This is an optimization exercise on Yosys and OpenROAD, whose aim is small area, a short achievable clock period and few clock cycles, not a production implementation. In this exercise RTL edits were held to simulation tests only and were not proved equivalent to the original. Power is estimated from default activity; no workload was simulated.

==> flow/design.v (outline; a module is shown in full before it is edited, if it fits) <==
// module ed61_mul: 525 lines
// module ed61_add3: 236 lines
// module ed61_ladder: 605 lines
module ed61_ladder (
    input  wire        clk,
    input  wire        rst,
    input  wire        start,
    input  wire [60:0] px,
    input  wire [60:0] py,
    input  wire [60:0] pz,
    input  wire [63:0] k,
    output wire        ready,
    output reg         done,
    output wire [60:0] qx,
    output wire [60:0] qy,
    output wire [60:0] qz
);
  // ...
==> flow/flow/run.sh <==
#!/bin/bash
# Own flow: the standard layout (standard synthesis, floorplan, placement,
# CTS, routing) with the same constraint file and clock period, except that
# the flow's timing repair (floorplan, CTS and global-route stages) is asked
# for a setup margin of 19 ns, so it sizes and buffers the critical paths for
# speed instead of stopping once the 25 ns clock is met, and repairs only the
# worst path (TNS_END_PERCENT 0).  Make's full output goes to
# standard_flow.log; ORFS keeps each step's log under orfs/logs/.
set -euo pipefail
bash standard.sh "SETUP_SLACK_MARGIN=19" "TNS_END_PERCENT=0" finish > standard_flow.log 2>&1
==> flow/standard.sh <==
#!/bin/bash
# synth_recipe.tcl (not shown) runs the flow's synth.tcl, then flattens the netlist and writes it again
# the make line also repeats each setting of config.mk as NAME=value (left out here)
make -C /OpenROAD-flow-scripts/flow DESIGN_CONFIG=/design/flow/config.mk WORK_HOME=/design/flow/orfs CLKGATE_MAP_FILE= SYNTH_SCRIPT=/design/flow/synth_recipe.tcl "${@:-finish}"
==> flow/config.mk <==
export PLATFORM = sky130hd
export DESIGN_NAME = ed61_ladder
export DESIGN_NICKNAME = ed61_ladder
export VERILOG_FILES = /design/flow/design.v
export SDC_FILE = /design/flow/constraint.sdc
export NUM_CORES = 4
export LEC_CHECK = 0
export ABC_AREA = 1
export CAP_MARGIN = 20
export CELL_PAD_IN_SITES_DETAIL_PLACEMENT = 1
export CELL_PAD_IN_SITES_GLOBAL_PLACEMENT = 1
export CORE_MARGIN = 2
export CORE_UTILIZATION = 35
export PLACE_DENSITY = 0.5
export SLEW_MARGIN = 20
export SYNTH_HIERARCHICAL = 1
==> flow/constraint.sdc <==
create_clock -name core_clock -period 25.0 [get_ports {clk}]
set_input_delay 5.0000 -clock core_clock [delete_from_list [all_inputs] [get_ports {clk}]]
set_output_delay 5.0000 -clock core_clock [all_outputs]
set_load 0.01 [all_outputs]
==> qor.yml, run 1 <==
relSlewSlack_pct: 10.3
min_path_cells: 2
clock_skew_ns: 0.0954
design.seq.count: 1618
clkPwrFrac_pct: 30.6
seq_power_share_pct: 30.8
numPortBuffers: 434
wire_per_inst_um: 40.7
cts-htree-levels: 4
ctsResizeCount: 816
comb_power_w: 0.00439
cts_setup_buffers: 39
critPathKind: "register to register"
place_ws_ns: 16.96
drt_first_pass_iters: 8
routedLengthMet1_mm: 400
rows: 247
ant_nets: 0
synth_top_area_share_pct: 23.7
seq_share_pct: 23.1
status: "no timing/DRC/antenna violations"
nClkBuffers: 296
rsz0062_at_grt: "yes"
fin_nets: 21289
synth-xor-area-share_pct: 11.3
synth_compound_area_share_pct: 12.1
multiInputGateArea_mm2: 0.105
syn_area_mm2: 0.160
ys_top_cells_by_count: "4463 x nand2_1, 2242 x inv_1, 2065 x xor2_1"
hold_path.class: "register to register"
dpl.hpwl_mm: 655
cts_tree: "yes"
route.met2.wl_mm: 433
core_mm2: 0.453
buf_share_pct: 5.44
final.fill_count: 52753
cp.depth: 13
vias: 155094
drive_above_1_share_pct: 8.83
grt_max_degree: 82
Testbench counts, summed over its fixed seeds: cycles 12,068.
==> run 2: changes to the inputs <==
==> flow/run.sh (new file) <==
#!/bin/bash
# synth_recipe.tcl (not shown) runs the flow's synth.tcl, then flattens the netlist and writes it again
# the make line also repeats each setting of config.mk as NAME=value (left out here)
make -C /OpenROAD-flow-scripts/flow DESIGN_CONFIG=/design/flow/config.mk WORK_HOME=/design/flow/orfs CLKGATE_MAP_FILE= SYNTH_SCRIPT=/design/flow/synth_recipe.tcl finish
removed: flow/flow/run.sh
removed: flow/standard.sh
==> run 2 against run 1 <==
Compared with the run above:
- non-clock buffer count down 86
- cell count shrank 0.32%
- sequential power about the same
- clock skew rose by 0.0060 ns
- clock power hardly changed
- critical endpoint unchanged
- worst setup slack lost 1.4 ns
- critical path depth grew 7
- largest power group unchanged
==> qor.yml, run 2 <==
wire_per_inst_um: 40.3  # was 40.7 um
worst_r2r_path_depth: 20  # was 13
min_period_ns: 8.26  # was 6.86 ns
clock_skew_ns: 0.101  # was 0.0954 ns
top_regs: "u_mul.pr: 427 flops, sc: 66 flops"  # unchanged
async_reset_ff_share_pct: 0  # unchanged
numPortBuffers: 434  # unchanged
drc: 0  # unchanged
synthTopCellsByArea: "fa_1 24%, edfxtp_1 17%, xor2_1 11%"  # unchanged
grtUsageTotal_pct: 42.8  # was 43.3%
core_mm2: 0.453  # unchanged
vias: 154240  # was 155094
synth-edff-count: 918  # unchanged
fin_nets: 21196  # was 21289
most-common-layout-cells: "4405 x nand2_1, 2233 x inv_1, 2059 x xor2_1"  # was 4366 x nand2_1, 2224 x inv_1, 2044 x xor2_1
tightest_slew_ns: 1.30  # was 1.33 ns
syn_area_per_cell_um2: 8.33  # unchanged
cts_tree: "yes"  # unchanged
synth_top_family_by_area: "adder cells"  # unchanged
overflow: 0  # unchanged
synth_compound_area_share_pct: 12.1  # unchanged
relSlewSlack_pct: 13.1  # was 10.3%
clock_path_buffers: 4  # unchanged
irDropWorstVdd_mv: 0.0613  # was 0.0641 mV
die_h_um: 679  # unchanged
syn2layout_area_growth_pct: 11.5  # was 13.4%
final_common_cell: "nand2_1"  # unchanged
critPathKind: "register to register"  # unchanged
dieArea_mm2: 0.461  # unchanged
hp-start: "ready_r"  # unchanged
synth_ff_type: "edfxtp_1"  # unchanged
slowest_stage: "buf_4"  # was inv_2
crit_chain: "buf_12, nand2_1, nand2_1, nor2_1, nand3_1, xor2_4, buf_4, buf_4, nor2_1, a21oi_4, buf_4, buf_4, o22ai_1, xor2_1, fa_1, fa_1, inv_1, fa_1, inv_1, fa_1"  # was inv_1, o22ai_1, a21oi_1, nand4_1, inv_2, buf_4, o22ai_1, xor2_1, fa_1, fa_1, inv_1, fa_1, fa_1
ys_warn_count: 9  # unchanged
r2r_end: "u_mul.pr[0][47]"  # unchanged
ios: 435  # unchanged
worst-path-max-fanout: 46  # was 37
yosys.cell_count.top_type: "nand2_1"  # unchanged
grt_pass1_wl_mm: 1360  # was 1370 mm
max_flop_register: "u_mul.pr"  # unchanged
cp-end-kind: "register"  # unchanged
synth.largest_area_cell: "fa_1"  # unchanged
powerDensity_mw_per_mm2: 62.1  # was 62.9 mW/mm2
crit_required_ns: 25.84  # about the same
ys_types: 53  # unchanged
max_cap_violations: 0  # unchanged
cts.sink_count: 1618  # unchanged
p_comb_share_pct: 36.7  # was 38.6%
power_w: 0.0110  # was 0.0114 W
cts-htree-levels: 4  # unchanged
synth_nets: 21499  # unchanged
synth-xor-area-share_pct: 11.3  # unchanged
fin_crit_sh_pct: 33.0  # was 27.4%
drive_above_1_share_pct: 6.88  # was 8.83%
yosysSeqAreaShare_pct: 26.1  # unchanged
ys_seq_elements: 1618  # unchanged
finalSetupViolations: 0  # unchanged
rrSetupSlack_ns: 16.74  # was 18.14 ns
leakage_nw: 75.8  # was 77.3 nW
initial_core_util_pct: 35.2  # unchanged
grt_max_degree: 82  # unchanged
min_path_cells: 2  # unchanged
hold_path.class: "register to register"  # unchanged
antenna_found_initial: 63  # was 62
switching_share_pct: 42.2  # about the same
largest_reg_flops: 427  # unchanged
p_int_w: 0.00638  # was 0.00658 W
status: "no timing/DRC/antenna violations"  # unchanged
hold_viol: 0  # unchanged
cts-hold-fix-buffers: 0  # unchanged
rsz0062_at_grt: "no"  # was yes
min_to: "ready_r"  # unchanged
cp.arrival_ns: 9.10  # was 7.70 ns
grt_pass1_vias: 156468  # was 157173
rows: 247  # unchanged
synth-simple-area-share_pct: 16.1  # unchanged
dpl.hpwl_mm: 655  # unchanged
cts_setup_buffers: 0  # was 39
cts_buffers: 219  # unchanged
drt_first_pass_iters: 8  # unchanged
synth_cells: 19165  # unchanged
seq_power_share_pct: 31.8  # was 30.8%
cp-start-kind: "register"  # unchanged
slew_violations: 0  # unchanged
synth_top_area_share_pct: 23.7  # unchanged
die_w_um: 679  # unchanged
drt-initial-drc-count: 20698  # was 20179
fmax_ghz: 0.121  # was 0.146 GHz
clk_latency_ns: 1.05  # was 1.03 ns
cpPeakStageDelay_ns: 0.95  # was 0.97 ns
via_per_inst: 6.15  # was 6.17
clkPwrFrac_pct: 31.6  # was 30.6%
synth_adder_area_share_pct: 25.2  # unchanged
final.fill_count: 52951  # was 52753
r2r-start: "c_mb_AZ"  # was c_ma_AY
ys_top_cells_by_count: "4463 x nand2_1, 2242 x inv_1, 2065 x xor2_1"  # unchanged
muxShareOfSynthArea_pct: 0.0212  # unchanged
p_sw_w: 0.00466  # was 0.00480 W
gp_congestion: 0.940  # unchanged
fin_setup_tns_ns: 0  # unchanged
root_buffer: "clkbuf_16"  # unchanged
finalWirelength_mm: 1010  # was 1020 mm
ant_nets: 0  # unchanged
clk_pin_slew_ns: 0.06  # about the same
syn_area_mm2: 0.160  # unchanged
ctsResizeCount: 0  # was 816
## run 2: cell counts after synthesis
No cell type changed its count.
## run 2: critical path: cells and delay by family, from the launching register on
| kind | cells | cell delay [ns] |
|---|---|---|
| AOI/OAI and AO/OA | 2 | 0.35 |
| xor gates and xnor gates | 2 | 0.39 |
| adders and majority gates | 4 | 1.97 |
| buffers and inverters | 7 | 3.55 |
| DFF | 1 | 0.69 |
| and+or+nand+nor | 5 | 0.80 |
## run 2: metal layers
layer,wire (um),GRT usage [%]
met1,400000,55.6
met2,430000,64.3
met5,144,0.0417
met4,66900,22.7
met3,113000,12.2
## run 2: worst max path at each step
stage | start | end | slack [ns] | cells after the start
2_1_floorplan | rst | pcn[4] | 19.49 | 3
3_3_place_gp | c_mb_TX_QX_t | u_mul.pr[0][11] | 17.07 | 18
3_5_place_dp | c_mb_TX_QX_t | u_mul.pr[0][9] | 16.96 | 18
4_1_cts | c_mb_TX_QX_t | u_mul.pr[0][9] | 16.90 | 18
5_1_grt | c_a0p0_PeX | r_AZ[46] | 16.65 | 33
6_report | c_mb_AZ | u_mul.pr[0][47] | 16.74 | 20
## run 2: area by class of cell
cell class	instances	area, um2	share of cell area (%)
multi-input combinational	13732	104000	58.3
antenna	44	110	0.0619
tap	5976	7480	4.20
inverter	2368	8950	5.03
timing repair buffer	923	8150	4.58
clock buffer	296	6340	3.56
sequential	1618	41800	23.5
clock inverter	111	1320	0.744
## run 2: logic make-up after synthesis
kind of cell	Yosys count
simple gates	6289
buf+inv	3815
compound gates	3289
fa+ha+maj	2084
xor+xnor	2067
flops	1618
mux	3
## run 2: Yosys stat by module (local to each module, per instance)
| module | flip-flops and latches | cells inside | copies in the design | area [um2] |
|---|---|---|---|---|
| ed61_mul | 427 | 9455 | 1 | 86100 |
| ed61_add3 | 0 | 810 | 2 | 5220 |
| ed61_ladder | 1191 | 8090 | 1 | 63000 |
## run 2: power by group through the flow
stage	clock network (W)	logic (W)	registers, W
finish	0.00349	0.00405	0.00351
global route	0.00361	0.00427	0.00351
CTS	0.00352	0.00391	0.00350
detailed placement	0	0.00387	0.00355
global placement	0	0.00387	0.00356
floorplan	0	0.00181	0.00347
## run 2: through the flow
stage	hold WS [ns]	util, %	setup slack, ns	std cells	instance area, um2
finish	0.472	39.2	16.74	25068	178000
global route	0.501	39.2	16.65	25038	178000
CTS	0.478	39.2	16.90	25021	178000
detailed placement	0.464	37.5	16.96	24614	170000
global placement	0.451	37.5	17.07	24614	170000
floorplan	0.392	-	19.49	19165	160000
==> module ed61_mul, before the edit <==
module ed61_mul (
    input  wire        clk,
    input  wire [60:0] a,
    input  wire [60:0] b,
    output wire [60:0] r
);
    wire [62:0] bx = {1'b0, b, 1'b0};
    wire [60:0] a2 = {a[59:0], a[60:60]};
    wire n0 = bx[2];
    wire o0 = bx[1] ^ bx[0];
    wire t0 = (bx[2] & ~bx[1] & ~bx[0]) | (~bx[2] & bx[1] & bx[0]);
    wire [60:0] u0 = (a & {61{o0}}) | (a2 & {61{t0}});
    wire [60:0] v0 = u0 ^ {61{n0}};
    wire [60:0] pp0 = v0;
    wire n1 = bx[4];
    wire o1 = bx[3] ^ bx[2];
    wire t1 = (bx[4] & ~bx[3] & ~bx[2]) | (~bx[4] & bx[3] & bx[2]);
    wire [60:0] u1 = (a & {61{o1}}) | (a2 & {61{t1}});
    wire [60:0] v1 = u1 ^ {61{n1}};
    wire [60:0] pp1 = {v1[58:0], v1[60:59]};
    wire n2 = bx[6];
    wire o2 = bx[5] ^ bx[4];
    wire t2 = (bx[6] & ~bx[5] & ~bx[4]) | (~bx[6] & bx[5] & bx[4]);
    wire [60:0] u2 = (a & {61{o2}}) | (a2 & {61{t2}});
    wire [60:0] v2 = u2 ^ {61{n2}};
    wire [60:0] pp2 = {v2[56:0], v2[60:57]};
    wire n3 = bx[8];
    wire o3 = bx[7] ^ bx[6];
    wire t3 = (bx[8] & ~bx[7] & ~bx[6]) | (~bx[8] & bx[7] & bx[6]);
    wire [60:0] u3 = (a & {61{o3}}) | (a2 & {61{t3}});
    wire [60:0] v3 = u3 ^ {61{n3}};
    wire [60:0] pp3 = {v3[54:0], v3[60:55]};
    wire n4 = bx[10];
    wire o4 = bx[9] ^ bx[8];
    wire t4 = (bx[10] & ~bx[9] & ~bx[8]) | (~bx[10] & bx[9] & bx[8]);
    wire [60:0] u4 = (a & {61{o4}}) | (a2 & {61{t4}});
    wire [60:0] v4 = u4 ^ {61{n4}};
    wire [60:0] pp4 = {v4[52:0], v4[60:53]};
    wire n5 = bx[12];
    wire o5 = bx[11] ^ bx[10];
    wire t5 = (bx[12] & ~bx[11] & ~bx[10]) | (~bx[12] & bx[11] & bx[10]);
    wire [60:0] u5 = (a & {61{o5}}) | (a2 & {61{t5}});
    wire [60:0] v5 = u5 ^ {61{n5}};
    wire [60:0] pp5 = {v5[50:0], v5[60:51]};
    wire n6 = bx[14];
    wire o6 = bx[13] ^ bx[12];
    wire t6 = (bx[14] & ~bx[13] & ~bx[12]) | (~bx[14] & bx[13] & bx[12]);
    wire [60:0] u6 = (a & {61{o6}}) | (a2 & {61{t6}});
    wire [60:0] v6 = u6 ^ {61{n6}};
    wire [60:0] pp6 = {v6[48:0], v6[60:49]};
    wire n7 = bx[16];
    wire o7 = bx[15] ^ bx[14];
    wire t7 = (bx[16] & ~bx[15] & ~bx[14]) | (~bx[16] & bx[15] & bx[14]);
    wire [60:0] u7 = (a & {61{o7}}) | (a2 & {61{t7}});
    wire [60:0] v7 = u7 ^ {61{n7}};
    wire [60:0] pp7 = {v7[46:0], v7[60:47]};
    wire n8 = bx[18];
    wire o8 = bx[17] ^ bx[16];
    wire t8 = (bx[18] & ~bx[17] & ~bx[16]) | (~bx[18] & bx[17] & bx[16]);
    wire [60:0] u8 = (a & {61{o8}}) | (a2 & {61{t8}});
    wire [60:0] v8 = u8 ^ {61{n8}};
    wire [60:0] pp8 = {v8[44:0], v8[60:45]};
    wire n9 = bx[20];
    wire o9 = bx[19] ^ bx[18];
    wire t9 = (bx[20] & ~bx[19] & ~bx[18]) | (~bx[20] & bx[19] & bx[18]);
    wire [60:0] u9 = (a & {61{o9}}) | (a2 & {61{t9}});
    wire [60:0] v9 = u9 ^ {61{n9}};
    wire [60:0] pp9 = {v9[42:0], v9[60:43]};
    wire n10 = bx[22];
    wire o10 = bx[21] ^ bx[20];
    wire t10 = (bx[22] & ~bx[21] & ~bx[20]) | (~bx[22] & bx[21] & bx[20]);
    wire [60:0] u10 = (a & {61{o10}}) | (a2 & {61{t10}});
    wire [60:0] v10 = u10 ^ {61{n10}};
    wire [60:0] pp10 = {v10[40:0], v10[60:41]};
    wire n11 = bx[24];
    wire o11 = bx[23] ^ bx[22];
    wire t11 = (bx[24] & ~bx[23] & ~bx[22]) | (~bx[24] & bx[23] & bx[22]);
    wire [60:0] u11 = (a & {61{o11}}) | (a2 & {61{t11}});
    wire [60:0] v11 = u11 ^ {61{n11}};
    wire [60:0] pp11 = {v11[38:0], v11[60:39]};
    wire n12 = bx[26];
    wire o12 = bx[25] ^ bx[24];
    wire t12 = (bx[26] & ~bx[25] & ~bx[24]) | (~bx[26] & bx[25] & bx[24]);
    wire [60:0] u12 = (a & {61{o12}}) | (a2 & {61{t12}});
    wire [60:0] v12 = u12 ^ {61{n12}};
    wire [60:0] pp12 = {v12[36:0], v12[60:37]};
    wire n13 = bx[28];
    wire o13 = bx[27] ^ bx[26];
    wire t13 = (bx[28] & ~bx[27] & ~bx[26]) | (~bx[28] & bx[27] & bx[26]);
    wire [60:0] u13 = (a & {61{o13}}) | (a2 & {61{t13}});
    wire [60:0] v13 = u13 ^ {61{n13}};
    wire [60:0] pp13 = {v13[34:0], v13[60:35]};
    wire n14 = bx[30];
    wire o14 = bx[29] ^ bx[28];
    wire t14 = (bx[30] & ~bx[29] & ~bx[28]) | (~bx[30] & bx[29] & bx[28]);
    wire [60:0] u14 = (a & {61{o14}}) | (a2 & {61{t14}});
    wire [60:0] v14 = u14 ^ {61{n14}};
    wire [60:0] pp14 = {v14[32:0], v14[60:33]};
    wire n15 = bx[32];
    wire o15 = bx[31] ^ bx[30];
    wire t15 = (bx[32] & ~bx[31] & ~bx[30]) | (~bx[32] & bx[31] & bx[30]);
    wire [60:0] u15 = (a & {61{o15}}) | (a2 & {61{t15}});
    wire [60:0] v15 = u15 ^ {61{n15}};
    wire [60:0] pp15 = {v15[30:0], v15[60:31]};
    wire n16 = bx[34];
    wire o16 = bx[33] ^ bx[32];
    wire t16 = (bx[34] & ~bx[33] & ~bx[32]) | (~bx[34] & bx[33] & bx[32]);
    wire [60:0] u16 = (a & {61{o16}}) | (a2 & {61{t16}});
    wire [60:0] v16 = u16 ^ {61{n16}};
    wire [60:0] pp16 = {v16[28:0], v16[60:29]};
    wire n17 = bx[36];
    wire o17 = bx[35] ^ bx[34];
    wire t17 = (bx[36] & ~bx[35] & ~bx[34]) | (~bx[36] & bx[35] & bx[34]);
    wire [60:0] u17 = (a & {61{o17}}) | (a2 & {61{t17}});
    wire [60:0] v17 = u17 ^ {61{n17}};
    wire [60:0] pp17 = {v17[26:0], v17[60:27]};
    wire n18 = bx[38];
    wire o18 = bx[37] ^ bx[36];
    wire t18 = (bx[38] & ~bx[37] & ~bx[36]) | (~bx[38] & bx[37] & bx[36]);
    wire [60:0] u18 = (a & {61{o18}}) | (a2 & {61{t18}});
    wire [60:0] v18 = u18 ^ {61{n18}};
    wire [60:0] pp18 = {v18[24:0], v18[60:25]};
    wire n19 = bx[40];
    wire o19 = bx[39] ^ bx[38];
    wire t19 = (bx[40] & ~bx[39] & ~bx[38]) | (~bx[40] & bx[39] & bx[38]);
    wire [60:0] u19 = (a & {61{o19}}) | (a2 & {61{t19}});
    wire [60:0] v19 = u19 ^ {61{n19}};
    wire [60:0] pp19 = {v19[22:0], v19[60:23]};
    wire n20 = bx[42];
    wire o20 = bx[41] ^ bx[40];
    wire t20 = (bx[42] & ~bx[41] & ~bx[40]) | (~bx[42] & bx[41] & bx[40]);
    wire [60:0] u20 = (a & {61{o20}}) | (a2 & {61{t20}});
    wire [60:0] v20 = u20 ^ {61{n20}};
    wire [60:0] pp20 = {v20[20:0], v20[60:21]};
    wire n21 = bx[44];
    wire o21 = bx[43] ^ bx[42];
    wire t21 = (bx[44] & ~bx[43] & ~bx[42]) | (~bx[44] & bx[43] & bx[42]);
    wire [60:0] u21 = (a & {61{o21}}) | (a2 & {61{t21}});
    wire [60:0] v21 = u21 ^ {61{n21}};
    wire [60:0] pp21 = {v21[18:0], v21[60:19]};
    wire n22 = bx[46];
    wire o22 = bx[45] ^ bx[44];
    wire t22 = (bx[46] & ~bx[45] & ~bx[44]) | (~bx[46] & bx[45] & bx[44]);
    wire [60:0] u22 = (a & {61{o22}}) | (a2 & {61{t22}});
    wire [60:0] v22 = u22 ^ {61{n22}};
    wire [60:0] pp22 = {v22[16:0], v22[60:17]};
    wire n23 = bx[48];
    wire o23 = bx[47] ^ bx[46];
    wire t23 = (bx[48] & ~bx[47] & ~bx[46]) | (~bx[48] & bx[47] & bx[46]);
    wire [60:0] u23 = (a & {61{o23}}) | (a2 & {61{t23}});
    wire [60:0] v23 = u23 ^ {61{n23}};
    wire [60:0] pp23 = {v23[14:0], v23[60:15]};
    wire n24 = bx[50];
    wire o24 = bx[49] ^ bx[48];
    wire t24 = (bx[50] & ~bx[49] & ~bx[48]) | (~bx[50] & bx[49] & bx[48]);
    wire [60:0] u24 = (a & {61{o24}}) | (a2 & {61{t24}});
    wire [60:0] v24 = u24 ^ {61{n24}};
    wire [60:0] pp24 = {v24[12:0], v24[60:13]};
    wire n25 = bx[52];
    wire o25 = bx[51] ^ bx[50];
    wire t25 = (bx[52] & ~bx[51] & ~bx[50]) | (~bx[52] & bx[51] & bx[50]);
    wire [60:0] u25 = (a & {61{o25}}) | (a2 & {61{t25}});
    wire [60:0] v25 = u25 ^ {61{n25}};
    wire [60:0] pp25 = {v25[10:0], v25[60:11]};
    wire n26 = bx[54];
    wire o26 = bx[53] ^ bx[52];
    wire t26 = (bx[54] & ~bx[53] & ~bx[52]) | (~bx[54] & bx[53] & bx[52]);
    wire [60:0] u26 = (a & {61{o26}}) | (a2 & {61{t26}});
    wire [60:0] v26 = u26 ^ {61{n26}};
    wire [60:0] pp26 = {v26[8:0], v26[60:9]};
    wire n27 = bx[56];
    wire o27 = bx[55] ^ bx[54];
    wire t27 = (bx[56] & ~bx[55] & ~bx[54]) | (~bx[56] & bx[55] & bx[54]);
    wire [60:0] u27 = (a & {61{o27}}) | (a2 & {61{t27}});
    wire [60:0] v27 = u27 ^ {61{n27}};
    wire [60:0] pp27 = {v27[6:0], v27[60:7]};
    wire n28 = bx[58];
    wire o28 = bx[57] ^ bx[56];
    wire t28 = (bx[58] & ~bx[57] & ~bx[56]) | (~bx[58] & bx[57] & bx[56]);
    wire [60:0] u28 = (a & {61{o28}}) | (a2 & {61{t28}});
    wire [60:0] v28 = u28 ^ {61{n28}};
    wire [60:0] pp28 = {v28[4:0], v28[60:5]};
    wire n29 = bx[60];
    wire o29 = bx[59] ^ bx[58];
    wire t29 = (bx[60] & ~bx[59] & ~bx[58]) | (~bx[60] & bx[59] & bx[58]);
    wire [60:0] u29 = (a & {61{o29}}) | (a2 & {61{t29}});
    wire [60:0] v29 = u29 ^ {61{n29}};
    wire [60:0] pp29 = {v29[2:0], v29[60:3]};
    wire n30 = bx[62];
    wire o30 = bx[61] ^ bx[60];
    wire t30 = (bx[62] & ~bx[61] & ~bx[60]) | (~bx[62] & bx[61] & bx[60]);
    wire [60:0] u30 = (a & {61{o30}}) | (a2 & {61{t30}});
    wire [60:0] v30 = u30 ^ {61{n30}};
    wire [60:0] pp30 = {v30[0:0], v30[60:1]};
    wire [60:0] xs0 = pp0 ^ pp1 ^ pp2;
    wire [60:0] xc0_ = (pp0 & pp1) | (pp0 & pp2) | (pp1 & pp2);
    wire [60:0] xc0 = {xc0_[59:0], xc0_[60:60]};
    wire [60:0] xs1 = pp3 ^ pp4 ^ pp5;
    wire [60:0] xc1_ = (pp3 & pp4) | (pp3 & pp5) | (pp4 & pp5);
    wire [60:0] xc1 = {xc1_[59:0], xc1_[60:60]};
    wire [60:0] xs2 = pp6 ^ pp7 ^ pp8;
    wire [60:0] xc2_ = (pp6 & pp7) | (pp6 & pp8) | (pp7 & pp8);
    wire [60:0] xc2 = {xc2_[59:0], xc2_[60:60]};
    wire [60:0] xs3 = pp9 ^ pp10 ^ pp11;
    wire [60:0] xc3_ = (pp9 & pp10) | (pp9 & pp11) | (pp10 & pp11);
    wire [60:0] xc3 = {xc3_[59:0], xc3_[60:60]};
    wire [60:0] xs4 = pp12 ^ pp13 ^ pp14;
    wire [60:0] xc4_ = (pp12 & pp13) | (pp12 & pp14) | (pp13 & pp14);
    wire [60:0] xc4 = {xc4_[59:0], xc4_[60:60]};
    wire [60:0] xs5 = pp15 ^ pp16 ^ pp17;
    wire [60:0] xc5_ = (pp15 & pp16) | (pp15 & pp17) | (pp16 & pp17);
    wire [60:0] xc5 = {xc5_[59:0], xc5_[60:60]};
    wire [60:0] xs6 = pp18 ^ pp19 ^ pp20;
    wire [60:0] xc6_ = (pp18 & pp19) | (pp18 & pp20) | (pp19 & pp20);
    wire [60:0] xc6 = {xc6_[59:0], xc6_[60:60]};
    wire [60:0] xs7 = pp21 ^ pp22 ^ pp23;
    wire [60:0] xc7_ = (pp21 & pp22) | (pp21 & pp23) | (pp22 & pp23);
    wire [60:0] xc7 = {xc7_[59:0], xc7_[60:60]};
    wire [60:0] xs8 = pp24 ^ pp25 ^ pp26;
    wire [60:0] xc8_ = (pp24 & pp25) | (pp24 & pp26) | (pp25 & pp26);
    wire [60:0] xc8 = {xc8_[59:0], xc8_[60:60]};
    wire [60:0] xs9 = pp27 ^ pp28 ^ pp29;
    wire [60:0] xc9_ = (pp27 & pp28) | (pp27 & pp29) | (pp28 & pp29);
    wire [60:0] xc9 = {xc9_[59:0], xc9_[60:60]};
    wire [60:0] xs10 = xs0 ^ xs1 ^ xs2;
    wire [60:0] xc10_ = (xs0 & xs1) | (xs0 & xs2) | (xs1 & xs2);
    wire [60:0] xc10 = {xc10_[59:0], xc10_[60:60]};
    wire [60:0] xs11 = xs3 ^ xs4 ^ xs5;
    wire [60:0] xc11_ = (xs3 & xs4) | (xs3 & xs5) | (xs4 & xs5);
    wire [60:0] xc11 = {xc11_[59:0], xc11_[60:60]};
    wire [60:0] xs12 = xs6 ^ xs7 ^ xs8;
    wire [60:0] xc12_ = (xs6 & xs7) | (xs6 & xs8) | (xs7 & xs8);
    wire [60:0] xc12 = {xc12_[59:0], xc12_[60:60]};
    wire [60:0] xs13 = xs9 ^ xc0 ^ xc1;
    wire [60:0] xc13_ = (xs9 & xc0) | (xs9 & xc1) | (xc0 & xc1);
    wire [60:0] xc13 = {xc13_[59:0], xc13_[60:60]};
    wire [60:0] xs14 = xc2 ^ xc3 ^ xc4;
    wire [60:0] xc14_ = (xc2 & xc3) | (xc2 & xc4) | (xc3 & xc4);
    wire [60:0] xc14 = {xc14_[59:0], xc14_[60:60]};
    wire [60:0] xs15 = xc5 ^ xc6 ^ xc7;
    wire [60:0] xc15_ = (xc5 & xc6) | (xc5 & xc7) | (xc6 & xc7);
    wire [60:0] xc15 = {xc15_[59:0], xc15_[60:60]};
    wire [60:0] xs16 = xc8 ^ xc9 ^ pp30;
    wire [60:0] xc16_ = (xc8 & xc9) | (xc8 & pp30) | (xc9 & pp30);
    wire [60:0] xc16 = {xc16_[59:0], xc16_[60:60]};
    wire [60:0] xs17 = xs10 ^ xs11 ^ xs12;
    wire [60:0] xc17_ = (xs10 & xs11) | (xs10 & xs12) | (xs11 & xs12);
    wire [60:0] xc17 = {xc17_[59:0], xc17_[60:60]};
    wire [60:0] xs18 = xs13 ^ xs14 ^ xs15;
    wire [60:0] xc18_ = (xs13 & xs14) | (xs13 & xs15) | (xs14 & xs15);
    wire [60:0] xc18 = {xc18_[59:0], xc18_[60:60]};
    wire [60:0] xs19 = xs16 ^ xc10 ^ xc11;
    wire [60:0] xc19_ = (xs16 & xc10) | (xs16 & xc11) | (xc10 & xc11);
    wire [60:0] xc19 = {xc19_[59:0], xc19_[60:60]};
    wire [60:0] xs20 = xc12 ^ xc13 ^ xc14;
    wire [60:0] xc20_ = (xc12 & xc13) | (xc12 & xc14) | (xc13 & xc14);
    wire [60:0] xc20 = {xc20_[59:0], xc20_[60:60]};
    wire [60:0] xs21 = xs17 ^ xs18 ^ xs19;
    wire [60:0] xc21_ = (xs17 & xs18) | (xs17 & xs19) | (xs18 & xs19);
    wire [60:0] xc21 = {xc21_[59:0], xc21_[60:60]};
    wire [60:0] xs22 = xs20 ^ xc17 ^ xc18;
    wire [60:0] xc22_ = (xs20 & xc17) | (xs20 & xc18) | (xc17 & xc18);
    wire [60:0] xc22 = {xc22_[59:0], xc22_[60:60]};
    wire [60:0] xs23 = xc19 ^ xc20 ^ xc15;
    wire [60:0] xc23_ = (xc19 & xc20) | (xc19 & xc15) | (xc20 & xc15);
    wire [60:0] xc23 = {xc23_[59:0], xc23_[60:60]};
    reg [60:0] pr [0:6];
    always @(posedge clk) begin
        pr[0] <= xs21;
        pr[1] <= xs22;
        pr[2] <= xs23;
        pr[3] <= xc21;
        pr[4] <= xc22;
        pr[5] <= xc23;
        pr[6] <= xc16;
    end
    wire [60:0] q0 = pr[0];
    wire [60:0] q1 = pr[1];
    wire [60:0] q2 = pr[2];
    wire [60:0] q3 = pr[3];
    wire [60:0] q4 = pr[4];
    wire [60:0] q5 = pr[5];
    wire [60:0] q6 = pr[6];
    wire [60:0] ys0 = q0 ^ q1 ^ q2;
    wire [60:0] yc0_ = (q0 & q1) | (q0 & q2) | (q1 & q2);
    wire [60:0] yc0 = {yc0_[59:0], yc0_[60:60]};
    wire [60:0] ys1 = q3 ^ q4 ^ q5;
    wire [60:0] yc1_ = (q3 & q4) | (q3 & q5) | (q4 & q5);
    wire [60:0] yc1 = {yc1_[59:0], yc1_[60:60]};
    wire [60:0] ys2 = ys0 ^ ys1 ^ yc0;
    wire [60:0] yc2_ = (ys0 & ys1) | (ys0 & yc0) | (ys1 & yc0);
    wire [60:0] yc2 = {yc2_[59:0], yc2_[60:60]};
    wire [60:0] ys3 = ys2 ^ yc2 ^ yc1;
    wire [60:0] yc3_ = (ys2 & yc2) | (ys2 & yc1) | (yc2 & yc1);
    wire [60:0] yc3 = {yc3_[59:0], yc3_[60:60]};
    wire [60:0] ys4 = ys3 ^ yc3 ^ q6;
    wire [60:0] yc4_ = (ys3 & yc3) | (ys3 & q6) | (yc3 & q6);
    wire [60:0] yc4 = {yc4_[59:0], yc4_[60:60]};
    wire [60:0] kg = ys4 & yc4;
    wire [60:0] kp = ys4 ^ yc4;
    wire kG0 = kg[1] | (kp[1] & kg[0]);
    wire kP0 = kp[1] & kp[0];
    wire kG1 = kg[3] | (kp[3] & kg[2]);
    wire kP1 = kp[3] & kp[2];
    wire kG2 = kg[5] | (kp[5] & kg[4]);
    wire kP2 = kp[5] & kp[4];
    wire kG3 = kg[7] | (kp[7] & kg[6]);
    wire kP3 = kp[7] & kp[6];
    wire kG4 = kg[9] | (kp[9] & kg[8]);
    wire kP4 = kp[9] & kp[8];
    wire kG5 = kg[11] | (kp[11] & kg[10]);
    wire kP5 = kp[11] & kp[10];
    wire kG6 = kg[13] | (kp[13] & kg[12]);
    wire kP6 = kp[13] & kp[12];
    wire kG7 = kg[15] | (kp[15] & kg[14]);
    wire kP7 = kp[15] & kp[14];
    wire kG8 = kg[17] | (kp[17] & kg[16]);
    wire kP8 = kp[17] & kp[16];
    wire kG9 = kg[19] | (kp[19] & kg[18]);
    wire kP9 = kp[19] & kp[18];
    wire kG10 = kg[21] | (kp[21] & kg[20]);
    wire kP10 = kp[21] & kp[20];
    wire kG11 = kg[23] | (kp[23] & kg[22]);
    wire kP11 = kp[23] & kp[22];
    wire kG12 = kg[25] | (kp[25] & kg[24]);
    wire kP12 = kp[25] & kp[24];
    wire kG13 = kg[27] | (kp[27] & kg[26]);
    wire kP13 = kp[27] & kp[26];
    wire kG14 = kg[29] | (kp[29] & kg[28]);
    wire kP14 = kp[29] & kp[28];
    wire kG15 = kg[31] | (kp[31] & kg[30]);
    wire kP15 = kp[31] & kp[30];
    wire kG16 = kg[33] | (kp[33] & kg[32]);
    wire kP16 = kp[33] & kp[32];
    wire kG17 = kg[35] | (kp[35] & kg[34]);
    wire kP17 = kp[35] & kp[34];
    wire kG18 = kg[37] | (kp[37] & kg[36]);
    wire kP18 = kp[37] & kp[36];
    wire kG19 = kg[39] | (kp[39] & kg[38]);
    wire kP19 = kp[39] & kp[38];
    wire kG20 = kg[41] | (kp[41] & kg[40]);
    wire kP20 = kp[41] & kp[40];
    wire kG21 = kg[43] | (kp[43] & kg[42]);
    wire kP21 = kp[43] & kp[42];
    wire kG22 = kg[45] | (kp[45] & kg[44]);
    wire kP22 = kp[45] & kp[44];
    wire kG23 = kg[47] | (kp[47] & kg[46]);
    wire kP23 = kp[47] & kp[46];
    wire kG24 = kg[49] | (kp[49] & kg[48]);
    wire kP24 = kp[49] & kp[48];
    wire kG25 = kg[51] | (kp[51] & kg[50]);
    wire kP25 = kp[51] & kp[50];
    wire kG26 = kg[53] | (kp[53] & kg[52]);
    wire kP26 = kp[53] & kp[52];
    wire kG27 = kg[55] | (kp[55] & kg[54]);
    wire kP27 = kp[55] & kp[54];
    wire kG28 = kg[57] | (kp[57] & kg[56]);
    wire kP28 = kp[57] & kp[56];
    wire kG29 = kg[59] | (kp[59] & kg[58]);
    wire kP29 = kp[59] & kp[58];
    wire kG30 = kG1 | (kP1 & kG0);
    wire kP30 = kP1 & kP0;
    wire kG31 = kG3 | (kP3 & kG2);
    wire kP31 = kP3 & kP2;
    wire kG32 = kG5 | (kP5 & kG4);
    wire kP32 = kP5 & kP4;
    wire kG33 = kG7 | (kP7 & kG6);
    wire kP33 = kP7 & kP6;
    wire kG34 = kG9 | (kP9 & kG8);
    wire kP34 = kP9 & kP8;
    wire kG35 = kG11 | (kP11 & kG10);
    wire kP35 = kP11 & kP10;
    wire kG36 = kG13 | (kP13 & kG12);
    wire kP36 = kP13 & kP12;
    wire kG37 = kG15 | (kP15 & kG14);
    wire kP37 = kP15 & kP14;
    wire kG38 = kG17 | (kP17 & kG16);
    wire kP38 = kP17 & kP16;
    wire kG39 = kG19 | (kP19 & kG18);
    wire kP39 = kP19 & kP18;
    wire kG40 = kG21 | (kP21 & kG20);
    wire kP40 = kP21 & kP20;
    wire kG41 = kG23 | (kP23 & kG22);
    wire kP41 = kP23 & kP22;
    wire kG42 = kG25 | (kP25 & kG24);
    wire kP42 = kP25 & kP24;
    wire kG43 = kG27 | (kP27 & kG26);
    wire kP43 = kP27 & kP26;
    wire kG44 = kG29 | (kP29 & kG28);
    wire kP44 = kP29 & kP28;
    wire kG45 = kG31 | (kP31 & kG30);
    wire kP45 = kP31 & kP30;
    wire kG46 = kG33 | (kP33 & kG32);
    wire kP46 = kP33 & kP32;
    wire kG47 = kG35 | (kP35 & kG34);
    wire kP47 = kP35 & kP34;
    wire kG48 = kG37 | (kP37 & kG36);
    wire kP48 = kP37 & kP36;
    wire kG49 = kG39 | (kP39 & kG38);
    wire kP49 = kP39 & kP38;
    wire kG50 = kG41 | (kP41 & kG40);
    wire kP50 = kP41 & kP40;
    wire kG51 = kG43 | (kP43 & kG42);
    wire kP51 = kP43 & kP42;
    wire kG52 = kG46 | (kP46 & kG45);
    wire kP52 = kP46 & kP45;
    wire kG53 = kG48 | (kP48 & kG47);
    wire kP53 = kP48 & kP47;
    wire kG54 = kG50 | (kP50 & kG49);
    wire kP54 = kP50 & kP49;
    wire kG55 = kG53 | (kP53 & kG52);
    wire kP55 = kP53 & kP52;
    wire kG56 = kg[2] | (kp[2] & kG0);
    wire kP56 = kp[2] & kP0;
    wire kG57 = kg[4] | (kp[4] & kG30);
    wire kP57 = kp[4] & kP30;
    wire kG58 = kG2 | (kP2 & kG30);
    wire kP58 = kP2 & kP30;
    wire kG59 = kg[6] | (kp[6] & kG58);
    wire kP59 = kp[6] & kP58;
    wire kG60 = kg[8] | (kp[8] & kG45);
    wire kP60 = kp[8] & kP45;
    wire kG61 = kG4 | (kP4 & kG45);
    wire kP61 = kP4 & kP45;
    wire kG62 = kg[10] | (kp[10] & kG61);
    wire kP62 = kp[10] & kP61;
    wire kG63 = kG32 | (kP32 & kG45);
    wire kP63 = kP32 & kP45;
    wire kG64 = kg[12] | (kp[12] & kG63);
    wire kP64 = kp[12] & kP63;
    wire kG65 = kG6 | (kP6 & kG63);
    wire kP65 = kP6 & kP63;
    wire kG66 = kg[14] | (kp[14] & kG65);
    wire kP66 = kp[14] & kP65;
    wire kG67 = kg[16] | (kp[16] & kG52);
    wire kP67 = kp[16] & kP52;
    wire kG68 = kG8 | (kP8 & kG52);
    wire kP68 = kP8 & kP52;
    wire kG69 = kg[18] | (kp[18] & kG68);
    wire kP69 = kp[18] & kP68;
    wire kG70 = kG34 | (kP34 & kG52);
    wire kP70 = kP34 & kP52;
    wire kG71 = kg[20] | (kp[20] & kG70);
    wire kP71 = kp[20] & kP70;
    wire kG72 = kG10 | (kP10 & kG70);
    wire kP72 = kP10 & kP70;
    wire kG73 = kg[22] | (kp[22] & kG72);
    wire kP73 = kp[22] & kP72;
    wire kG74 = kG47 | (kP47 & kG52);
    wire kP74 = kP47 & kP52;
    wire kG75 = kg[24] | (kp[24] & kG74);
    wire kP75 = kp[24] & kP74;
    wire kG76 = kG12 | (kP12 & kG74);
    wire kP76 = kP12 & kP74;
    wire kG77 = kg[26] | (kp[26] & kG76);
    wire kP77 = kp[26] & kP76;
    wire kG78 = kG36 | (kP36 & kG74);
    wire kP78 = kP36 & kP74;
    wire kG79 = kg[28] | (kp[28] & kG78);
    wire kP79 = kp[28] & kP78;
    wire kG80 = kG14 | (kP14 & kG78);
    wire kP80 = kP14 & kP78;
    wire kG81 = kg[30] | (kp[30] & kG80);
    wire kP81 = kp[30] & kP80;
    wire kG82 = kg[32] | (kp[32] & kG55);
    wire kP82 = kp[32] & kP55;
    wire kG83 = kG16 | (kP16 & kG55);
    wire kP83 = kP16 & kP55;
    wire kG84 = kg[34] | (kp[34] & kG83);
    wire kP84 = kp[34] & kP83;
    wire kG85 = kG38 | (kP38 & kG55);
    wire kP85 = kP38 & kP55;
    wire kG86 = kg[36] | (kp[36] & kG85);
    wire kP86 = kp[36] & kP85;
    wire kG87 = kG18 | (kP18 & kG85);
    wire kP87 = kP18 & kP85;
    wire kG88 = kg[38] | (kp[38] & kG87);
    wire kP88 = kp[38] & kP87;
    wire kG89 = kG49 | (kP49 & kG55);
    wire kP89 = kP49 & kP55;
    wire kG90 = kg[40] | (kp[40] & kG89);
    wire kP90 = kp[40] & kP89;
    wire kG91 = kG20 | (kP20 & kG89);
    wire kP91 = kP20 & kP89;
    wire kG92 = kg[42] | (kp[42] & kG91);
    wire kP92 = kp[42] & kP91;
    wire kG93 = kG40 | (kP40 & kG89);
    wire kP93 = kP40 & kP89;
    wire kG94 = kg[44] | (kp[44] & kG93);
    wire kP94 = kp[44] & kP93;
    wire kG95 = kG22 | (kP22 & kG93);
    wire kP95 = kP22 & kP93;
    wire kG96 = kg[46] | (kp[46] & kG95);
    wire kP96 = kp[46] & kP95;
    wire kG97 = kG54 | (kP54 & kG55);
    wire kP97 = kP54 & kP55;
    wire kG98 = kg[48] | (kp[48] & kG97);
    wire kP98 = kp[48] & kP97;
    wire kG99 = kG24 | (kP24 & kG97);
    wire kP99 = kP24 & kP97;
    wire kG100 = kg[50] | (kp[50] & kG99);
    wire kP100 = kp[50] & kP99;
    wire kG101 = kG42 | (kP42 & kG97);
    wire kP101 = kP42 & kP97;
    wire kG102 = kg[52] | (kp[52] & kG101);
    wire kP102 = kp[52] & kP101;
    wire kG103 = kG26 | (kP26 & kG101);
    wire kP103 = kP26 & kP101;
    wire kG104 = kg[54] | (kp[54] & kG103);
    wire kP104 = kp[54] & kP103;
    wire kG105 = kG51 | (kP51 & kG97);
    wire kP105 = kP51 & kP97;
    wire kG106 = kg[56] | (kp[56] & kG105);
    wire kP106 = kp[56] & kP105;
    wire kG107 = kG28 | (kP28 & kG105);
    wire kP107 = kP28 & kP105;
    wire kG108 = kg[58] | (kp[58] & kG107);
    wire kP108 = kp[58] & kP107;
    wire kG109 = kG44 | (kP44 & kG105);
    wire kP109 = kP44 & kP105;
    wire kG110 = kg[60] | (kp[60] & kG109);
    wire kP110 = kp[60] & kP109;
    wire [60:0] kc = {(kG109 | (kP109 & kG110)), (kG108 | (kP108 & kG110)), (kG107 | (kP107 & kG110)), (kG106 | (kP106 & kG110)), (kG105 | (kP105 & kG110)), (kG104 | (kP104 & kG110)), (kG103 | (kP103 & kG110)), (kG102 | (kP102 & kG110)), (kG101 | (kP101 & kG110)), (kG100 | (kP100 & kG110)), (kG99 | (kP99 & kG110)), (kG98 | (kP98 & kG110)), (kG97 | (kP97 & kG110)), (kG96 | (kP96 & kG110)), (kG95 | (kP95 & kG110)), (kG94 | (kP94 & kG110)), (kG93 | (kP93 & kG110)), (kG92 | (kP92 & kG110)), (kG91 | (kP91 & kG110)), (kG90 | (kP90 & kG110)), (kG89 | (kP89 & kG110)), (kG88 | (kP88 & kG110)), (kG87 | (kP87 & kG110)), (kG86 | (kP86 & kG110)), (kG85 | (kP85 & kG110)), (kG84 | (kP84 & kG110)), (kG83 | (kP83 & kG110)), (kG82 | (kP82 & kG110)), (kG55 | (kP55 & kG110)), (kG81 | (kP81 & kG110)), (kG80 | (kP80 & kG110)), (kG79 | (kP79 & kG110)), (kG78 | (kP78 & kG110)), (kG77 | (kP77 & kG110)), (kG76 | (kP76 & kG110)), (kG75 | (kP75 & kG110)), (kG74 | (kP74 & kG110)), (kG73 | (kP73 & kG110)), (kG72 | (kP72 & kG110)), (kG71 | (kP71 & kG110)), (kG70 | (kP70 & kG110)), (kG69 | (kP69 & kG110)), (kG68 | (kP68 & kG110)), (kG67 | (kP67 & kG110)), (kG52 | (kP52 & kG110)), (kG66 | (kP66 & kG110)), (kG65 | (kP65 & kG110)), (kG64 | (kP64 & kG110)), (kG63 | (kP63 & kG110)), (kG62 | (kP62 & kG110)), (kG61 | (kP61 & kG110)), (kG60 | (kP60 & kG110)), (kG45 | (kP45 & kG110)), (kG59 | (kP59 & kG110)), (kG58 | (kP58 & kG110)), (kG57 | (kP57 & kG110)), (kG30 | (kP30 & kG110)), (kG56 | (kP56 & kG110)), (kG0 | (kP0 & kG110)), (kg[0] | (kp[0] & kG110)), kG110};
    assign r = kp ^ kc;
endmodule
==> run 3: changes to the inputs <==
--- a/flow/design.v
+++ b/flow/design.v
@@ -257,20 +257,14 @@
     wire [60:0] xc20 = {xc20_[59:0], xc20_[60:60]};
-    wire [60:0] xs21 = xs17 ^ xs18 ^ xs19;
-    wire [60:0] xc21_ = (xs17 & xs18) | (xs17 & xs19) | (xs18 & xs19);
-    wire [60:0] xc21 = {xc21_[59:0], xc21_[60:60]};
-    wire [60:0] xs22 = xs20 ^ xc17 ^ xc18;
-    wire [60:0] xc22_ = (xs20 & xc17) | (xs20 & xc18) | (xc17 & xc18);
-    wire [60:0] xc22 = {xc22_[59:0], xc22_[60:60]};
-    wire [60:0] xs23 = xc19 ^ xc20 ^ xc15;
-    wire [60:0] xc23_ = (xc19 & xc20) | (xc19 & xc15) | (xc20 & xc15);
-    wire [60:0] xc23 = {xc23_[59:0], xc23_[60:60]};
-    reg [60:0] pr [0:6];
+    reg [60:0] pr [0:9];
     always @(posedge clk) begin
-        pr[0] <= xs21;
-        pr[1] <= xs22;
-        pr[2] <= xs23;
-        pr[3] <= xc21;
-        pr[4] <= xc22;
-        pr[5] <= xc23;
-        pr[6] <= xc16;
+        pr[0] <= xs17;
+        pr[1] <= xs18;
+        pr[2] <= xs19;
+        pr[3] <= xs20;
+        pr[4] <= xc17;
+        pr[5] <= xc18;
+        pr[6] <= xc19;
+        pr[7] <= xc20;
+        pr[8] <= xc15;
+        pr[9] <= xc16;
     end
@@ -283,2 +277,5 @@
     wire [60:0] q6 = pr[6];
+    wire [60:0] q7 = pr[7];
+    wire [60:0] q8 = pr[8];
+    wire [60:0] q9 = pr[9];
     wire [60:0] ys0 = q0 ^ q1 ^ q2;
@@ -289,13 +286,22 @@
     wire [60:0] yc1 = {yc1_[59:0], yc1_[60:60]};
-    wire [60:0] ys2 = ys0 ^ ys1 ^ yc0;
-    wire [60:0] yc2_ = (ys0 & ys1) | (ys0 & yc0) | (ys1 & yc0);
+    wire [60:0] ys2 = q6 ^ q7 ^ q8;
+    wire [60:0] yc2_ = (q6 & q7) | (q6 & q8) | (q7 & q8);
     wire [60:0] yc2 = {yc2_[59:0], yc2_[60:60]};
-    wire [60:0] ys3 = ys2 ^ yc2 ^ yc1;
-    wire [60:0] yc3_ = (ys2 & yc2) | (ys2 & yc1) | (yc2 & yc1);
+    wire [60:0] ys3 = ys0 ^ ys1 ^ ys2;
+    wire [60:0] yc3_ = (ys0 & ys1) | (ys0 & ys2) | (ys1 & ys2);
     wire [60:0] yc3 = {yc3_[59:0], yc3_[60:60]};
-    wire [60:0] ys4 = ys3 ^ yc3 ^ q6;
-    wire [60:0] yc4_ = (ys3 & yc3) | (ys3 & q6) | (yc3 & q6);
+    wire [60:0] ys4 = yc0 ^ yc1 ^ yc2;
+    wire [60:0] yc4_ = (yc0 & yc1) | (yc0 & yc2) | (yc1 & yc2);
     wire [60:0] yc4 = {yc4_[59:0], yc4_[60:60]};
-    wire [60:0] kg = ys4 & yc4;
-    wire [60:0] kp = ys4 ^ yc4;
+    wire [60:0] ys5 = ys3 ^ ys4 ^ yc3;
+    wire [60:0] yc5_ = (ys3 & ys4) | (ys3 & yc3) | (ys4 & yc3);
+    wire [60:0] yc5 = {yc5_[59:0], yc5_[60:60]};
+    wire [60:0] ys6 = ys5 ^ yc5 ^ yc4;
+    wire [60:0] yc6_ = (ys5 & yc5) | (ys5 & yc4) | (yc5 & yc4);
+    wire [60:0] yc6 = {yc6_[59:0], yc6_[60:60]};
+    wire [60:0] ys7 = ys6 ^ yc6 ^ q9;
+    wire [60:0] yc7_ = (ys6 & yc6) | (ys6 & q9) | (yc6 & q9);
+    wire [60:0] yc7 = {yc7_[59:0], yc7_[60:60]};
+    wire [60:0] kg = ys7 & yc7;
+    wire [60:0] kp = ys7 ^ yc7;
     wire kG0 = kg[1] | (kp[1] & kg[0]);
==> flow/flow/run.sh (new file) <==
#!/bin/bash
# Own flow: the standard layout (standard synthesis, floorplan, placement,
# CTS, routing) with the same constraint file and clock period, except that
# the flow's timing repair (floorplan, CTS and global-route stages) is asked
# for a setup margin of 19 ns, so it sizes and buffers the critical paths for
# speed instead of stopping once the 25 ns clock is met, and repairs only the
# worst path (TNS_END_PERCENT 0).  Make's full output goes to
# standard_flow.log; ORFS keeps each step's log under orfs/logs/.
set -euo pipefail
bash standard.sh "SETUP_SLACK_MARGIN=19" "TNS_END_PERCENT=0" finish > standard_flow.log 2>&1
==> flow/standard.sh (new file) <==
#!/bin/bash
# synth_recipe.tcl (not shown) runs the flow's synth.tcl, then flattens the netlist and writes it again
# the make line also repeats each setting of config.mk as NAME=value (left out here)
make -C /OpenROAD-flow-scripts/flow DESIGN_CONFIG=/design/flow/config.mk WORK_HOME=/design/flow/orfs CLKGATE_MAP_FILE= SYNTH_SCRIPT=/design/flow/synth_recipe.tcl "${@:-finish}"
removed: flow/run.sh
==> run 3 against run 2 <==
Compared with the run above:
- non-clock buffer count rose by 94
- synthesized cell count up 0.98%
- sequential cell count increased by 183
- global-route usage fell by 0.82 points
- count of clock-buffer cells in the layout grew 31
- first-iteration DRC count shrank 2.3%
- via count is 0.68% higher
- critical path depth down 2
- register-to-register slack better by 1.3 ns
- critical path type unchanged
- highest routed layer unchanged
==> qor.yml, run 3 <==
tightest_slew_ns: 1.29  # was 1.30 ns
finish.utilization_pct: 39.9  # was 39.2%
hold_path.class: "register to register"  # unchanged
yosys.cell_count.top_type: "nand2_1"  # unchanged
relSlewSlack_pct: 13.7  # was 13.1%
rsz0062_at_grt: "yes"  # was no
wire_per_inst_um: 39.8  # was 40.3 um
synth_ff_type: "edfxtp_1"  # unchanged
cp.arrival_ns: 7.75  # was 9.10 ns
place_area_mm2: 0.174  # was 0.170 mm2
cts_buffers: 237  # was 219
ff_latch_area_mm2: 0.0455  # was 0.0418 mm2
grt_max_degree: 103  # was 82
synth-edff-count: 918  # unchanged
finalSetupViolations: 0  # unchanged
via_per_inst: 6.07  # was 6.15
crit_required_ns: 25.82  # was 25.84 ns
min_to: "q_x[47]"  # was ready_r
ys_warn_count: 9  # unchanged
dieArea_mm2: 0.472  # was 0.461 mm2
r2r_end: "u_mul.pr[1][17]"  # was u_mul.pr[0][47]
syn_area_mm2: 0.163  # was 0.160 mm2
clock_skew_ns: 0.101  # about the same
core_mm2: 0.464  # was 0.453 mm2
min_period_ns: 6.94  # was 8.26 ns
cts-hold-fix-buffers: 0  # unchanged
leakage_nw: 83.9  # was 75.8 nW
grt_busiest_layer: "met2"  # unchanged
clock_path_buffers: 4  # unchanged
multiInputGateArea_mm2: 0.105  # was 0.104 mm2
grtUsageTotal_pct: 41.9  # was 42.8%
rows: 250  # was 247
fin_crit_sh_pct: 27.8  # was 33.0%
ys_top_cells_by_count: "4439 x nand2_1, 2248 x inv_1, 2066 x xor2_1"  # was 4463 x nand2_1, 2242 x inv_1, 2065 x xor2_1
die_h_um: 687  # was 679 um
async_reset_ff_share_pct: 0  # unchanged
met3_usage_pct: 11.1  # was 12.2%
largest_reg_flops: 610  # was 427
clk_pin_slew_ns: 0.06  # about the same
overflow: 0  # unchanged
worst_r2r_path_depth: 18  # was 20
dpl.hpwl_mm: 663  # was 655 mm
gp_congestion: 0.945  # was 0.940
numPortBuffers: 434  # unchanged
hp-start: "r_AX[47]"  # was ready_r
use_met1_pct: 54.4  # was 55.6%
seq_power_share_pct: 29.7  # was 31.8%
grt_pass1_vias: 156913  # was 156468
clk_latency_ns: 1.04  # was 1.05 ns
r2r-start: "c_mb_AZ"  # unchanged
slew_violations: 0  # unchanged
irDropWorstVdd_mv: 0.0614  # was 0.0613 mV
synth_nets: 21687  # was 21499
critPathKind: "register to register"  # unchanged
top_regs: "u_mul.pr: 610 flops, sc: 66 flops"  # was u_mul.pr: 427 flops, sc: 66 flops
p_int_w: 0.00743  # was 0.00638 W
drc: 0  # unchanged
synth.largest_area_cell: "fa_1"  # unchanged
ant_nets: 0  # unchanged
p_sw_w: 0.00547  # was 0.00466 W
fin_nets: 21502  # was 21196
syn_area_per_cell_um2: 8.44  # was 8.33 um2
initial_core_util_pct: 35.2  # about the same
max_cap_violations: 0  # unchanged
hold_viol: 0  # unchanged
drt-initial-drc-count: 20227  # was 20698
root_buffer: "clkbuf_16"  # unchanged
finalWirelength_mm: 1020  # was 1010 mm
powerDensity_mw_per_mm2: 69.6  # was 62.1 mW/mm2
switching_share_pct: 42.4  # was 42.2%
p_comb_share_pct: 41.6  # was 36.7%
cp-end-kind: "register"  # unchanged
synthTopCellsByArea: "fa_1 23%, edfxtp_1 17%, xor2_1 11%"  # was fa_1 24%, edfxtp_1 17%, xor2_1 11%
rrSetupSlack_ns: 18.06  # was 16.74 ns
final_common_cell: "nand2_1"  # unchanged
fin_setup_tns_ns: 0  # unchanged
drive_above_1_share_pct: 8.64  # was 6.88%
setup_ws_ns: 18.06  # was 16.74 ns
max_flop_register: "u_mul.pr"  # unchanged
synth_top_area_share_pct: 23.2  # was 23.7%
status: "no timing/DRC/antenna violations"  # unchanged
use_met2_pct: 63.7  # was 64.3%
most-common-layout-cells: "4333 x nand2_1, 2217 x inv_1, 2052 x xor2_1"  # was 4405 x nand2_1, 2233 x inv_1, 2059 x xor2_1
cp-start-kind: "register"  # unchanged
die_w_um: 687  # was 679 um
ys_types: 54  # was 53
final_cell_area_mm2: 0.185  # was 0.178 mm2
cts-htree-levels: 4  # unchanged
ios: 435  # unchanged
place_ws_ns: 16.91  # was 16.96 ns
fin_cells: 25579  # was 25068
worst-path-max-fanout: 40  # was 46
yosysSeqAreaShare_pct: 27.7  # was 26.1%
grt_pass1_wl_mm: 1360  # about the same
ys_seq_elements: 1801  # was 1618
cts_tree: "yes"  # unchanged
clkPwrFrac_pct: 28.7  # was 31.6%
min_path_cells: 0  # was 2
synth_cells: 19353  # was 19165
drt_first_pass_iters: 9  # was 8
final.fill_count: 53657  # was 52951
syn2layout_area_growth_pct: 13.4  # was 11.5%
placed_cells: 24957  # was 24614
antenna_found_initial: 75  # was 63
fmax_ghz: 0.144  # was 0.121 GHz
vias: 155285  # was 154240
cts.sink_count: 1801  # was 1618
run 3: cell count changes after synthesis, moves of 3 or more:
cell / change
clkinv_1: -3
dfxtp_1: +183
clkbuf_1: +4
inv_1: +6
nor2_2: -3
nand2_1: -24
nand2_2: +21
nor2_4: +4
nand2_4: +3
run 3: worst max path at each step:
stage	end	slack (ns)	from	cells after the start
after floorplan	r_AX[23]	19.40	u_mul.pr[3][1]	36
after global placement	r_AX[40]	16.93	u_mul.pr[3][1]	36
after detailed placement	r_AX[40]	16.91	u_mul.pr[3][2]	36
after CTS	r_AX[19]	18.28	u_mul.pr[3][2]	37
after global routing	r_AX[17]	18.12	u_mul.pr[5][1]	38
final	u_mul.pr[1][17]	18.06	c_mb_AZ	18
run 3: worst max-delay path, cell delays in order (launching register included):
cell     delay, ns
dfxtp_4       0.60
buf_6         0.42
buf_6         0.53
nand2_1       0.12
nand2_1       0.09
nor2_1        0.04
nand3_1       0.43
xor2_4        0.36
buf_16        0.47
nand2_1       0.21
nand2_4       0.47
buf_8         0.57
o22ai_1       0.30
xor2_1        0.25
fa_1          0.59
inv_1         0.07
fa_1          0.48
inv_1         0.05
fa_1          0.43
run 3: layer usage:
layer,up-vias,wire [um]
met5,-,494
met4,28,68800
met3,2977,109000
met2,10278,436000
met1,80088,402000
li1,61914,-
run 3: cells by family after synthesis:
| family | after synthesis | share of synthesized area, % |
|---|---|---|
| AOI/OAI and AO/OA | 3291 | 11.8 |
| xor gates and xnor gates | 2067 | 11.1 |
| adders and majority gates | 2084 | 24.6 |
| buffers and inverters | 3819 | 8.98 |
| DFF | 1801 | 27.7 |
| muxes | 3 | 0.0207 |
| and+or+nand+nor | 6288 | 15.8 |
run 3: area by class of cell:
cell class | instances | share of cell area (%)
well taps | 6174 | 4.17
clock buffers | 327 | 3.64
repair buffers | 1017 | 5.18
flip-flops and latches | 1801 | 24.5
inverters | 2370 | 4.89
clock inverters | 115 | 0.693
diodes | 34 | 0.0459
repair inverters | 2 | 0.00540
multi-input cells | 13739 | 56.8
run 3: modules after synthesis, one instance, submodules excluded:
module	cells	flops+latches
ed61_mul	9643	610
ed61_ladder	8090	1191
ed61_add3	810	0
run 3: metrics by stage:
| step | power [W] | hold WS (ns) |
|---|---|---|
| after CTS | 0.0121 | 0.487 |
| final | 0.0129 | 0.482 |
| after global routing | 0.0133 | 0.512 |
| after floorplan | 0.00579 | 0.392 |
| after detailed placement | 0.00807 | 0.475 |
| after global placement | 0.00807 | 0.470 |
run 3: power by group through the flow:
stage          Combinational (W)  Clock (W)  Sequential [W]
2_1_floorplan            0.00197          0         0.00382
3_3_place_gp             0.00417          0         0.00390
3_5_place_dp             0.00417          0         0.00390
4_1_cts                  0.00459    0.00373         0.00383
5_1_grt                  0.00563    0.00382         0.00384
6_report                 0.00537    0.00370         0.00383
run 3: repair_timing:
item / 4_1_cts / 5_1_grt
endpoints found under the setup margin: 1649 / 1579
pin swaps: 36 / 84
cloned: 7 / 8
buffers inserted: 52 / 79
gates resized for setup: 521 / 238
Testbench counts of run 3, summed over its fixed seeds: cycles 12,068.

==> port drivers added, routing unchanged <==
The flow's constraints put no driver on any port. The routed layouts listed below were extracted and timed again, unchanged, in two steps.
Step 1 assumes that a clkbuf_16 drives the clock port and a buf_2 every other input.
Step 2 times the ports against the registers' clock, not the clock port: input delays grow and output delays shrink by t, the midpoint of the rising clock arrivals with the driver on.
Three values: ideal ports, drivers, drivers and shift; two values: the first two.
run	t, ns	setup slack, ns	hold WS [ns]	clock arrival spread, ns	slew at the worst register clock pin (ns)
run 1	1.119	18.144 / 18.144 / 18.025	0.474 / 0.474 / 0.474	0.096 / 0.095	0.08 / 0.08
run 2	1.123	16.741 / 16.741 / 16.741	0.472 / 0.472 / 0.472	0.101 / 0.101	0.07 / 0.07
run 3	1.121	18.062 / 18.062 / 18.062	0.482 / 0.482 / 0.482	0.101 / 0.101	0.08 / 0.08
After both steps every run listed still meets setup and hold. The setup slack of run 1, which loses most, moves by 0.000 ns with the drivers and by -0.119 ns with both steps.
